What follows belongs to an exercise in optimizing a design on an open flow for small area; a production flow would make more cautious choices.
Only simulation tests tie the RTL to the original design; equivalence was not proved.
Power figures rest on the tool's default switching activity, not on a simulated workload.

`design.v`:
```
module scd41_meas_decoder (
    input  wire        clk,
    input  wire        rst,
    input  wire        in_valid,
    input  wire [7:0]  in_data,
    output wire        in_ready,
    output reg         out_valid,
    output reg  [15:0] co2,
    output reg  [15:0] raw_t,
    output reg  [15:0] raw_rh,
    output reg  [31:0] temp,
    output wire [31:0] rh
);
    localparam [2:0] C_IDLE = 3'd0, C_TEMP = 3'd1, C_WAIT = 3'd2,
                     C_RH = 3'd3, C_DONE = 3'd4;
    reg [4:0]  g;
    reg [3:0]  n;         
    reg        pending;   
    reg        f;         
    reg [2:0]  cst;
    reg [2:0]  sc;        
    reg [15:0] rc, rt, rr;
    reg [23:0] w;
    reg [31:0] rtf, rrf;
    reg        cy, ea, sign, found;
    reg [4:0]  u;
    reg [30:0] rh_q;
    assign rh = {1'b0, rh_q};
    wire is_data = (n != 4'd2) && (n != 4'd5) && (n != 4'd8);
    wire hi      = (n == 4'd0) || (n == 4'd3) || (n == 4'd6);
    wire acc     = (n == 4'd0) ? !pending :
                   (n == 4'd8) ? (cst == C_RH || cst == C_DONE) : 1'b1;
    wire wr      = in_valid && acc && is_data && (g[3] == hi);
    assign in_ready = acc && (!is_data || (g[3] == hi && g[2:0] == 3'd7 && f));
    wire take    = in_valid && in_ready;
    wire in_bit  = in_data[g[2:0]];
    wire wr_c = wr && (n == 4'd0 || n == 4'd1);
    wire wr_t = wr && (n == 4'd3 || n == 4'd4);
    wire wr_r = wr && (n == 4'd6 || n == 4'd7);
    wire ch    = (cst == C_RH);                      
    wire prod  = (cst == C_TEMP && sc <= 3'd3) || (cst == C_RH && sc <= 3'd2);
    wire first = prod && sc == 3'd0;
    wire pg    = (cst == C_TEMP && sc == 3'd4) || (cst == C_RH && sc == 3'd3);
    wire em    = (cst == C_TEMP && sc == 3'd5) || (cst == C_RH && sc == 3'd4);
    wire lo16  = !g[4];
    wire act   = !(g[4] && g[3]);                    
    reg       tap;
    reg [2:0] s;
    reg       neg;
    always @(*) begin
        neg = 1'b0;
        case ({ch, sc[1:0]})
            3'b000:  begin tap = rt[9];   s = 3'd7; end
            3'b001:  begin tap = rt[11];  s = 3'd5; end
            3'b010:  begin tap = rt[12];  s = 3'd4; end
            3'b011:  begin tap = rt[0];   s = 3'd0; neg = 1'b1; end
            3'b100:  begin tap = rr[10];  s = 3'd6; end
            3'b101:  begin tap = rr[11];  s = 3'd5; end
            default: begin tap = rr[14];  s = 3'd2; end
        endcase
    end
    localparam [7:0] K_Q   = 8'd211;    
    localparam [7:0] K_EXP = 8'd111;    
    wire op  = neg ^ (tap & (lo16 || (g[2:0] < s)));
    wire fa_a = first ? (!lo16 && !ch && K_Q[g[2:0]]) : (lo16 ? w[0] : w[16]);
    wire fa_c = (g == 5'd0) ? (!first && ea) : cy;
    wire fa_s = fa_a ^ op ^ fa_c;
    wire fa_o = (fa_a & op) | (fa_a & fa_c) | (op & fa_c);
    wire hc   = (g == 5'd0) ? ea : cy;
    wire hs   = w[0] ^ hc;
    wire ho   = w[0] & hc;
    wire sbit = (lo16 ? hs : w[16]) ^ sign;
    wire [5:0] gu   = {1'b0, g} + {1'b0, u};
    wire       qsel = gu >= 6'd40;
    wire       src  = qsel ? w[16 + u[2:0]] : w[{~u[3], u[2:0]}];
    wire       ebit = src ^ sign;
    wire [2:0] ei   = g[2:0];
    wire       ub   = (ei < 3'd5) ? u[ei] : 1'b0;
    wire       kb   = K_EXP[ei];
    reg        eout, ecy;
    always @(*) begin
        if (g == 5'd0) begin
            eout = sign;
            ecy  = ebit;
        end else if (act) begin
            eout = ebit ^ cy;
            ecy  = ebit & cy;
        end else begin
            eout = ub ^ kb ^ cy;
            ecy  = (ub & kb) | (ub & cy) | (kb & cy);
        end
        if (!found)
            eout = 1'b0;
    end
    always @(posedge clk) begin
        rc  <= {wr_c ? in_bit : rc[0], rc[15:1]};
        rt  <= {wr_t ? in_bit : rt[0], rt[15:1]};
        rr  <= {wr_r ? in_bit : rr[0], rr[15:1]};
        w[14:0]  <= w[15:1];
        w[15]    <= (prod && lo16) ? fa_s : (pg && lo16) ? hs : w[0];
        w[22:16] <= w[23:17];
        w[23]    <= (prod && !lo16 && act) ? fa_s : w[16];
        rtf <= {(em && !ch) ? eout : rtf[0], rtf[31:1]};
        rrf <= {(em &&  ch) ? eout : rrf[0], rrf[31:1]};
        if (prod && act)
            cy <= fa_o;
        else if (pg && lo16)
            cy <= ho;
        else if (em)
            cy <= ecy;
        if (prod && g == 5'd16)
            ea <= cy;
        if (prod && g == 5'd30)
            sign <= w[16] & w[17];
        if (pg && act) begin
            if (g == 5'd0) begin
                found <= sbit;
                u     <= 5'd0;
            end else if (sbit) begin
                found <= 1'b1;
                u     <= g;
            end
        end
        if (rst) begin
            g         <= 5'd0;
            n         <= 4'd0;
            pending   <= 1'b0;
            f         <= 1'b0;
            cst       <= C_IDLE;
            sc        <= 3'd0;
            out_valid <= 1'b0;
        end else begin
            g <= g + 5'd1;
            f <= (g[2:0] == 3'd0) ? wr : (f && wr);
            if (take) begin
                n <= (n == 4'd8) ? 4'd0 : n + 4'd1;
                if (n == 4'd8)
                    pending <= 1'b1;
            end
            out_valid <= 1'b0;
            if (g == 5'd31) begin
                case (cst)
                    C_IDLE: if (n >= 4'd5 && !pending) begin
                        cst <= C_TEMP;
                        sc  <= 3'd0;
                    end
                    C_TEMP: if (sc == 3'd5) begin
                        cst <= (n == 4'd8) ? C_RH : C_WAIT;
                        sc  <= 3'd0;
                    end else
                        sc <= sc + 3'd1;
                    C_WAIT: if (n == 4'd8) begin
                        cst <= C_RH;
                        sc  <= 3'd0;
                    end
                    C_RH: if (sc == 3'd4)
                        cst <= C_DONE;
                    else
                        sc <= sc + 3'd1;
                    default: ;
                endcase
            end
            if (cst == C_DONE && g == 5'd0 && pending) begin
                co2       <= rc;
                raw_t     <= rt;
                raw_rh    <= rr;
                temp      <= {rtf[0], rtf[31:24], rtf[23:1]};
                rh_q      <= {rrf[31:24], rrf[23:1]};
                out_valid <= 1'b1;
                pending   <= 1'b0;
                cst       <= C_IDLE;
            end
        end
    end
endmodule
```
`flow/run.sh`:
```
#!/bin/bash
# Standard ORFS layout with two changes: ports are buffered with buf_1
# instead of the flow's default buffer, and CTS uses clkbuf_2/clkbuf_4
# without dummy loads.
set -euo pipefail
bash standard.sh \
  'BUFFER_PORTS_ARGS=-buffer_cell sky130_fd_sc_hd__buf_1' \
  'CTS_ARGS=-sink_clustering_enable -repair_clock_nets -dont_use_dummy_load -buf_list {sky130_fd_sc_hd__clkbuf_2 sky130_fd_sc_hd__clkbuf_4}' \
  finish > standard_flow.log 2>&1
```
`standard.sh`:
```
#!/bin/bash
# synth_recipe.tcl (not shown) runs the flow's synth.tcl, then flattens the netlist and writes it again
# the make line also repeats each setting of config.mk as NAME=value (left out here)
make -C /OpenROAD-flow-scripts/flow DESIGN_CONFIG=/design/flow/config.mk WORK_HOME=/design/flow/orfs CLKGATE_MAP_FILE= SYNTH_SCRIPT=/design/flow/synth_recipe.tcl "${@:-finish}"
```
`config.mk`:
```
export PLATFORM = sky130hd
export DESIGN_NAME = scd41_meas_decoder
export DESIGN_NICKNAME = scd41_meas_decoder
export VERILOG_FILES = /design/flow/design.v
export SDC_FILE = /design/flow/constraint.sdc
export NUM_CORES = 4
export LEC_CHECK = 0
export CAP_MARGIN = 20
export CORE_MARGIN = 2
export CORE_UTILIZATION = 40
export PLACE_DENSITY = 0.6
export SLEW_MARGIN = 20
```
`constraint.sdc`:
```
create_clock -name core_clock -period 10.0 [get_ports {clk}]
set_input_delay 2.0000 -clock core_clock [delete_from_list [all_inputs] [get_ports {clk}]]
set_output_delay 2.0000 -clock core_clock [all_outputs]
set_load 0.01 [all_outputs]
```
==> results of run 1 <==
cell type report:
| type | instances | area (um2) | area share |
|---|---|---|---|
| clock buffer | 67 | 503.0 | 0.05050 |
| inverter | 16 | 60.06 | 0.006030 |
| multi-input combinational | 256 | 1891 | 0.1898 |
| sequential | 274 | 6686 | 0.6714 |
| tap | 280 | 350.3 | 0.03518 |
| timing repair buffer | 124 | 469.2 | 0.04711 |
Yosys cell counts, types with 2 or more instances:
cell	count
nand2b_1	4
o31ai_1	2
nor3_1	10
a211o_1	3
nor2_1	25
or3_1	5
a21o_1	3
nand4_1	3
mux2i_1	10
xor2_1	5
a211oi_1	3
buf_2	4
mux4_2	2
nor2b_1	9
a22oi_1	4
and2_1	4
clkbuf_1	12
o21ai_0	22
mux2_2	6
a31oi_1	4
or2_2	2
dfxtp_1	154
nand2_1	31
ha_1	25
edfxtp_1	120
mux4_1	6
inv_1	16
xnor2_1	3
fa_1	2
nand3_1	9
a21oi_1	25
and3_1	4
nor4_1	2
per-layer routing:
layer	global-route usage	vias up
met2	0.2144	144
met5	0	-
met3	0.03922	34
met4	0.07176	0
li1	-	2387
met1	0.1572	2329
sequential cells by signal, summed over array words and instances, names as in the netlist, 3 cells and up:
name    cells
rrf        32
rtf        32
g           5
w          24
sc          3
co2        16
rt         16
rh_q       31
rc         16
raw_t      16
u           5
n           4
rr         16
temp       32
cst         3
raw_rh     16
power groups by stage:
| stage | registers, mW | clock network, mW | logic, mW |
|---|---|---|---|
| after CTS | 1.17 | 0.684 | 0.0294 |
| after global placement | 1.19 | 0 | 0.0280 |
| after floorplan | 1.19 | 0 | 0.0232 |
| after detailed placement | 1.19 | 0 | 0.0291 |
| final | 1.17 | 0.651 | 0.0294 |
| after global routing | 1.17 | 0.734 | 0.0331 |
logic make-up (layout without fill, tap and decap cells):
family | count (synthesis) | count (layout) | share of synthesized area
and+or+nand+nor | 116 | 116 | 0.06683
buffers and inverters | 36 | 207 | 0.01778
DFF | 274 | 274 | 0.7664
muxes | 24 | 24 | 0.04245
xor gates and xnor gates | 8 | 8 | 0.008031
other | 1 | 1 | 0.0004298
adders and majority gates | 27 | 27 | 0.04044
AOI/OAI and AO/OA | 80 | 80 | 0.05765
final timing paths:
path,startpoint,to,slack [ps]
min,rtf[30],rtf[29],310
min reg2reg,rtf[30],rtf[29],310
max reg2reg,g[1],co2[14],5860
max,cst[1],in_ready,5550
==> results.cfg, run 1 <==
[status]
outcome = timing/DRC/antenna clean

[yosys]
yosysTopAreaCellShare = 0.4130
synthArstFlopShare = 0
yosysSeqAreaShare = 0.7664
synth_nets = 604
synth_cells = 566
syn_area_um2 = 8725
dominantRegCellSynth = dfxtp_1
synth.ff_latch_count = 274
ys_warn_count = 1
synth_edf_count = 120
synth_cell_types = 60
synth_area_per_cell_um2 = 15.41
synthTopCellsByArea = edfxtp_1 41%, dfxtp_1 35%, ha_1 3.6%, mux4_1 1.8%, a21oi_1 1.4%
synth_area_leader_cell = edfxtp_1

[clocking]
cts_tree = done
post_cts_buffers = 0
cts_resized = 0
cts-hold-fix-buffers = 0
clk_pin_slew_ps = 60
clockBufferDepth = 3
insertion_delay_ps = 640
cts_sinks = 274
cts_buffers = 67
cts_max_level = 3
cts_root_buffer = clkbuf_4

[routing]
routedWlPerCell_um = 14.79
ant_nets = 0
wl_met1_um = 6477
drcViolationCount = 0
dr_wl_met2_um = 7207
top_layer = met4
dr.first_iter.drc_count = 265
vias_per_cell = 4.812
totalWireLength_um = 15040
vias = 4894
firstDrtPassIters = 4
wl_met3_um = 953

[power_and_ir_drop]
leakagePower_nw = 3.594
netSwitchingPower_mw = 0.3669
intPower_mw = 1.480
power_mw = 1.847
switching_share = 0.1987
power.density_nw_per_um2 = 185.4
ir_drop_mv = 0.05452
pwr-share-comb = 0.016
p_seq_frac = 0.632
power.share.clock = 0.352

[global_route]
grt_pass1_wl_um = 23540
antenna_found_initial = 0
track_usage = 0.1317
grt_overflow = 0
grt_max_degree = 80
first_global_vias = 4925

[floorplanning]
fp.dieH_um = 151.7
die_x_um = 151.7
io_pins = 125
num_rows = 54
coreArea_um2 = 21620
fp.dieArea_um2 = 23010
initial_core_util = 0.4035

[cells_and_area]
fin_util = 0.4606
final_cells = 1017
fillers = 1948
most-common-layout-cells = 154 x dfxtp_1, 123 x buf_1, 120 x edfxtp_1
layout_commonest_cell = dfxtp_1
drive_gt1_frac = 0.1167
final_nets = 777
final_cell_area_um2 = 9960
syn2layout_area_growth_pct = 14.15
antenna_cells = 0

[job]
maxCapViolations = 0

[place]
place_ws_ps = 5436
hpwlAfterDp_um = 10130
postPlaceCellArea_um2 = 9457
place.gp.congestion = 0.8088
dp_cells = 950
numPortBuffers = 123

[worst_setup_path]
crit_arrival_ps = 2450
cp_slowest_cell = dfxtp_1
critPathRequiredTime_ps = 8000
worstPathMaxFanout = 20
cp_top_family = flip-flops
critical_path_class = flip-flop to output pin
slowest_delay_ps = 700
cp-end-kind = output pin
critical_path_buf_inv_count = 1
crit_cells = 5
crit_chain = nand3b_1 > a31oi_1 > nor3_1 > a21oi_2 > buf_1
reg2reg_depth = 7
cp-start-kind = flip-flop

[sta]
min_period_over_period = 0.4454
final-hold-violation-count = 0
setup_viol = 0
layout_min_cycle_time_ps = 4454
drv_slew = 0
clock_skew_ps = 66.62
fmax_ghz = 0.2245
whs_ps = 307.7
tns_ps = 0
rsz0062_at_grt = false
relSlewSlack = 0.3124
worst_pin_slew_ps = 1024
setup_ws_ps = 5546

[worst_hold_path]
hold_depth = 0
holdCritPathClass = flip-flop to flip-flop
==> inputs of run 2 (changes only) <==
==> run.sh (new file) <==
#!/bin/bash
# synth_recipe.tcl (not shown) runs the flow's synth.tcl, then flattens the netlist and writes it again
# the make line also repeats each setting of config.mk as NAME=value (left out here)
make -C /OpenROAD-flow-scripts/flow DESIGN_CONFIG=/design/flow/config.mk WORK_HOME=/design/flow/orfs CLKGATE_MAP_FILE= SYNTH_SCRIPT=/design/flow/synth_recipe.tcl finish
--- a/config.mk
+++ b/config.mk
@@ -9,4 +9,5 @@
 export CORE_MARGIN = 2
 export CORE_UTILIZATION = 40
+export CTS_BUF_LIST = sky130_fd_sc_hd__clkbuf_2 sky130_fd_sc_hd__clkbuf_4
 export PLACE_DENSITY = 0.6
 export SLEW_MARGIN = 20
removed: flow/run.sh
removed: standard.sh
==> results.cfg, run 2 <==
[cells_and_area]
multiInputGateArea_um2 = 1891
final_cells = 1071
final_nets = 778
final-seq-area_um2 = 6686
final_cell_area_um2 = 11090
layout_commonest_cell = dfxtp_1
most-common-layout-cells = 154 x dfxtp_1, 123 x clkdlybuf4s50_1, 120 x edfxtp_1
drive_gt1_frac = 0.1568
fillers = 1826
antenna_cells = 0
top_regs = rrf: 32 flops, rtf: 32 flops, temp: 32 flops
syn2layout_area_growth_pct = 27.08

[worst_setup_path]
cp-start-kind = flip-flop
critPathRequiredTime_ps = 8000
cp-end-kind = output pin
r2r_end = cy
critical_path_class = flip-flop to output pin
rrSetupSlack_ps = 6220
crit_arrival_ps = 2920
reg2reg_depth = 13
worstPathMaxFanout = 20
r2r_start = cst[1]

[sta]
whs_ps = 328.5
relSlewSlack = 0.3529
layout_min_cycle_time_ps = 4916
clock_skew_ps = 19.83
worst_pin_slew_ps = 970.6
tns_ps = 0
drv_slew = 0
setup_viol = 0
rsz0062_at_grt = false
final-hold-violation-count = 0
fmax_ghz = 0.2034
min_period_over_period = 0.4916

[place]
postPlaceCellArea_um2 = 10230
hpwlAfterDp_um = 10560
place.gp.congestion = 0.8200
dp_cells = 951
numPortBuffers = 123

[floorplanning]
fp.dieArea_um2 = 23010
io_pins = 125
fp.dieH_um = 151.7
coreArea_um2 = 21620
initial_core_util = 0.4035
die_x_um = 151.7
num_rows = 54

[global_route]
grt_pass1_wl_um = 24630
grt_overflow = 0
track_usage = 0.1381
first_global_vias = 4928
grt_max_degree = 80
antenna_found_initial = 0

[power_and_ir_drop]
leakagePower_nw = 4.128
ir_drop_mv = 0.07356
power.density_nw_per_um2 = 188.7
p_seq_frac = 0.557
pwr-share-comb = 0.016
power.share.clock = 0.427
netSwitchingPower_mw = 0.4400
power_mw = 2.092
intPower_mw = 1.652
switching_share = 0.2104

[yosys]
synthTopCellsByArea = edfxtp_1 41%, dfxtp_1 35%, ha_1 3.6%, mux4_1 1.8%, a21oi_1 1.4%
yosysTopAreaCellShare = 0.4130
synth_cell_types = 60
synth_nets = 604
synth_top_family_by_area = simple AND/OR/NAND/NOR gates
synth_most_common_cell = dfxtp_1
synth_cells = 566
synth_edf_count = 120
syn_area_um2 = 8725
synth.area.mux_share = 0.04245
dominantRegCellSynth = dfxtp_1
synthXorXnorAreaFrac = 0.008031
ys_warn_count = 1
synthArstFlopShare = 0
synth_area_per_cell_um2 = 15.41
synth_commonest_cells = 154 x dfxtp_1, 120 x edfxtp_1, 31 x nand2_1
synth-compound-area-share = 0.05765
synthAdderAreaFrac = 0.04044
synth_area_leader_cell = edfxtp_1
yosysSeqAreaShare = 0.7664
synth.ff_latch_count = 274
yosys.area_share.simple = 0.06683

[clocking]
cts-hold-fix-buffers = 0
cts_resized = 0
post_cts_buffers = 0
clk_pin_slew_ps = 70
cts_buffers = 67
cts_sinks = 274
clockBufferDepth = 3
cts_root_buffer = clkbuf_4
cts_max_level = 3
cts_tree = done
insertion_delay_ps = 630

[routing]
dr.first_iter.drc_count = 239
totalWireLength_um = 15780
vias = 4968
drcViolationCount = 0
routedWlPerCell_um = 14.74
vias_per_cell = 4.639
ant_nets = 0
firstDrtPassIters = 5

[worst_hold_path]
min_from = w[21]
hold_end = w[20]
holdCritPathClass = flip-flop to flip-flop
hold_depth = 0

[status]
outcome = timing/DRC/antenna clean

[job]
maxCapViolations = 0
## run 2: final cells by class
class                           instances  area share
Clock buffer                           97     0.06568
Inverter                               16    0.005417
Clock inverter                         23     0.01129
Sequential cell                       274      0.6031
Multi-Input combinational cell        256      0.1705
Tap cell                              280     0.03160
Timing Repair Buffer                  125      0.1124
## run 2: per-stage QoR
stage,worst slack [ps],util
after global placement,5070,0.4733
after CTS,5026,0.5128
after detailed placement,4945,0.4733
after global routing,4799,0.5128
after floorplan,2579,-
final,5084,0.5128
## run 2: cells by family (layout without fill, tap and decap cells)
kind of cell    count (synthesis)  after routing
compound gates                 80             80
buf+inv                        36            261
xor+xnor                        8              8
fa+ha+maj                      27             27
simple gates                  116            116
flops                         274            274
mux                            24             24
other cells                     1              1
## run 2: power groups by stage
stage,Sequential (mW),Clock (mW),Combinational (mW)
after global placement,1.19,0,0.0317
after floorplan,1.19,0,0.0232
after global routing,1.16,0.993,0.0358
after CTS,1.17,0.933,0.0326
after detailed placement,1.19,0,0.0324
final,1.17,0.894,0.0325
## run 2: critical path, cell delays in order, from the launching register on
cell,delay [ps]
dfxtp_1,710
nand3b_1,340
a31oi_1,270
nor3_1,110
a21oi_2,250
clkdlybuf4s50_1,610
## run 2: per-layer routing
metal  up-vias  wire length, um  GRT usage
li1       2438                -          -
met1      2338             6815     0.1660
met4         0              246    0.04954
met3        30             1116    0.05180
met2       162             7606     0.2279
met5         -                0          0
## run 2: worst max-delay path by stage
stage / startpoint / endpoint / slack [ps]
2_1_floorplan: rst / co2[0] / 2580
3_3_place_gp: rst / co2[3] / 5070
3_5_place_dp: rst / co2[6] / 4950
4_1_cts: cst[1] / in_ready / 5030
5_1_grt: cst[1] / in_ready / 4800
6_report: cst[1] / in_ready / 5080
==> inputs of run 3 (changes only) <==
--- a/config.mk
+++ b/config.mk
@@ -9,5 +9,4 @@
 export CORE_MARGIN = 2
 export CORE_UTILIZATION = 40
-export CTS_BUF_LIST = sky130_fd_sc_hd__clkbuf_2 sky130_fd_sc_hd__clkbuf_4
 export PLACE_DENSITY = 0.6
 export SLEW_MARGIN = 20
==> results.cfg, run 3 <==
[status]
outcome = timing/DRC/antenna clean

[floorplanning]
initial_core_util = 0.4035
io_pins = 125
num_rows = 54
fp.dieArea_um2 = 23010
fp.dieH_um = 151.7
die_x_um = 151.7
coreArea_um2 = 21620

[sta]
tns_ps = 0
relSlewSlack = 0.3681
rsz0062_at_grt = false
final-hold-violation-count = 0
fmax_ghz = 0.2077
layout_min_cycle_time_ps = 4815
worst_pin_slew_ps = 940.7
setup_ws_ps = 5185
min_period_over_period = 0.4815
setup_viol = 0
drv_slew = 0
clock_skew_ps = 12.55

[clocking]
cts_root_buffer = clkbuf_16
post_cts_buffers = 0
cts_sinks = 274
clockBufferDepth = 3
cts_tree = done
cts_resized = 0
cts_buffers = 26
cts-hold-fix-buffers = 0
clk_pin_slew_ps = 70
cts_max_level = 1
insertion_delay_ps = 520

[yosys]
dominantRegCellSynth = dfxtp_1
synth_area_leader_cell = edfxtp_1
synthTopCellsByArea = edfxtp_1 41%, dfxtp_1 35%, ha_1 3.6%, mux4_1 1.8%, a21oi_1 1.4%
synthArstFlopShare = 0
synth-compound-area-share = 0.05765
synth_top_family_by_area = simple AND/OR/NAND/NOR gates
synthAdderAreaFrac = 0.04044
synth_commonest_cells = 154 x dfxtp_1, 120 x edfxtp_1, 31 x nand2_1
yosysTopAreaCellShare = 0.4130
synth_area_per_cell_um2 = 15.41
yosysSeqAreaShare = 0.7664
synth_cell_types = 60
synth_nets = 604
ys_warn_count = 1
syn_area_um2 = 8725
synth.area.mux_share = 0.04245
synth.ff_latch_count = 274
yosys.area_share.simple = 0.06683
synth_cells = 566
synthXorXnorAreaFrac = 0.008031
synth_most_common_cell = dfxtp_1
synth_edf_count = 120

[cells_and_area]
final-seq-area_um2 = 6686
final_nets = 737
drive_gt1_frac = 0.08901
final_cells = 999
layout_commonest_cell = dfxtp_1
syn2layout_area_growth_pct = 27.81
antenna_cells = 0
most-common-layout-cells = 154 x dfxtp_1, 123 x clkdlybuf4s50_1, 120 x edfxtp_1
multiInputGateArea_um2 = 1891
fillers = 1773
top_regs = rrf: 32 flops, rtf: 32 flops, temp: 32 flops
fin_util = 0.5157

[place]
hpwlAfterDp_um = 10560
numPortBuffers = 123
place.gp.congestion = 0.8200
place_ws_ps = 4945
dp_cells = 951

[global_route]
antenna_found_initial = 0
track_usage = 0.1318
first_global_vias = 4595
grt_overflow = 0
grt_pass1_wl_um = 23890
grt_max_degree = 80

[worst_setup_path]
crit_arrival_ps = 2810
reg2reg_depth = 13
cp-startpoint = cst[1]
r2r_end = cy
rrSetupSlack_ps = 6200
critical_path_buf_inv_count = 1
critical_path_class = flip-flop to output pin
r2r_start = cst[1]
crit_chain = nand3b_1 > a31oi_1 > nor3_1 > a21oi_2 > clkdlybuf4s50_1
cp-start-kind = flip-flop
cp_slowest_cell = dfxtp_1
worstPathMaxFanout = 20
slowest_delay_ps = 720
cp_top_family = flip-flops
critPathRequiredTime_ps = 8000
cp-end-kind = output pin

[routing]
vias = 4736
dr.first_iter.drc_count = 234
totalWireLength_um = 15310
firstDrtPassIters = 5
ant_nets = 0
drcViolationCount = 0
routedWlPerCell_um = 15.33
vias_per_cell = 4.741

[power_and_ir_drop]
power.density_nw_per_um2 = 199.2
ir_drop_mv = 0.1147
leakagePower_nw = 4.086

[worst_hold_path]
min_from = w[3]
hold_end = w[2]
hold_depth = 0
holdCritPathClass = flip-flop to flip-flop

[job]
maxCapViolations = 0
[run 3: cell count changes in the layout (fill, tap and decap cells not counted), moves of 3 or more]
cell | before | now
clkbuf_4 | 97 | 0
clkbuf_16 | 0 | 27
clkinv_1 | 16 | 2
clkinv_2 | 0 | 9
bufinv_16 | 1 | 5
inv_2 | 3 | 0
[run 3: logic make-up (layout without fill, tap and decap cells)]
logic type,count (synthesis),after routing
adder cells (fa/ha/maj),27,27
flip-flops,274,274
AO/OA/AOI/OAI,80,80
AND/OR/NAND/NOR,116,116
buffers and inverters,36,189
XOR/XNOR,8,8
other,1,1
multiplexers,24,24
[run 3: worst max path at each step]
| stage | slack, ps | endpoint | depth (start not counted) |
|---|---|---|---|
| after floorplan | 2580 | co2[0] | 2 |
| after CTS | 5170 | in_ready | 5 |
| after detailed placement | 4950 | co2[6] | 3 |
| final | 5190 | in_ready | 5 |
| after global routing | 4950 | in_ready | 5 |
| after global placement | 5070 | co2[3] | 3 |
[run 3: per-layer routing]
layer	vias up	global-route usage	routed length (um)
li1	2307	-	-
met5	-	0	0
met4	0	0.03796	253
met1	2272	0.1715	6669
met3	22	0.02335	800
met2	135	0.2266	7587
[run 3: through the flow]
stage	hold WS, ps	power [mW]	area, um2
detailed placement	332.8	1.223	10230
floorplan	322.9	1.210	8725
finish	337.1	2.221	11150
global route	349.5	2.296	11150
CTS	337.7	2.244	11150
global placement	327.7	1.222	10230
[run 3: area by class of cell]
class                           instances  share of cell area
Clock buffer                           30             0.06250
Timing Repair Buffer                  125              0.1118
Sequential cell                       274              0.5996
Multi-Input combinational cell        256              0.1695
Clock inverter                         18             0.01975
Tap cell                              280             0.03142
Inverter                               16            0.005386
[run 3: report_power, final]
group / total, mW / internal (mW) / switching [mW] / leakage [nW]
Sequential: 1.17 / 1.16 / 0.00481 / 2.35
Clock: 1.02 / 0.630 / 0.393 / 0.460
Combinational: 0.0323 / 0.0160 / 0.0163 / 1.27
Total: 2.22 / 1.81 / 0.414 / 4.09

## separate check: timing with driven ports
How much do the figures lean on ideal ports? The routed layouts below were timed once more, with nothing changed but the port constraints. Step 1, drivers: a clkbuf_16 drives clk and a buf_2 each remaining input, both assumed. Step 2 times the ports against the registers' clock, not the clock port: input delays grow and output delays shrink by t, the midpoint of the rising clock arrivals with the driver on. a / b / c = ideal / step 1 / step 2; a / b = the first two.
run	t, ns	setup slack, ns	slew at the worst register clock pin (ns)
run 1	0.642	5.546 / 5.510 / 5.449	0.07 / 0.07
run 2	0.657	5.084 / 5.048 / 5.011	0.07 / 0.07
run 3	0.554	5.185 / 5.142 / 5.031	0.07 / 0.07
After both steps every run listed still meets setup and hold. For run 3, which loses most, drivers alone change the setup slack by -0.043 ns; drivers and shift together by -0.154 ns.
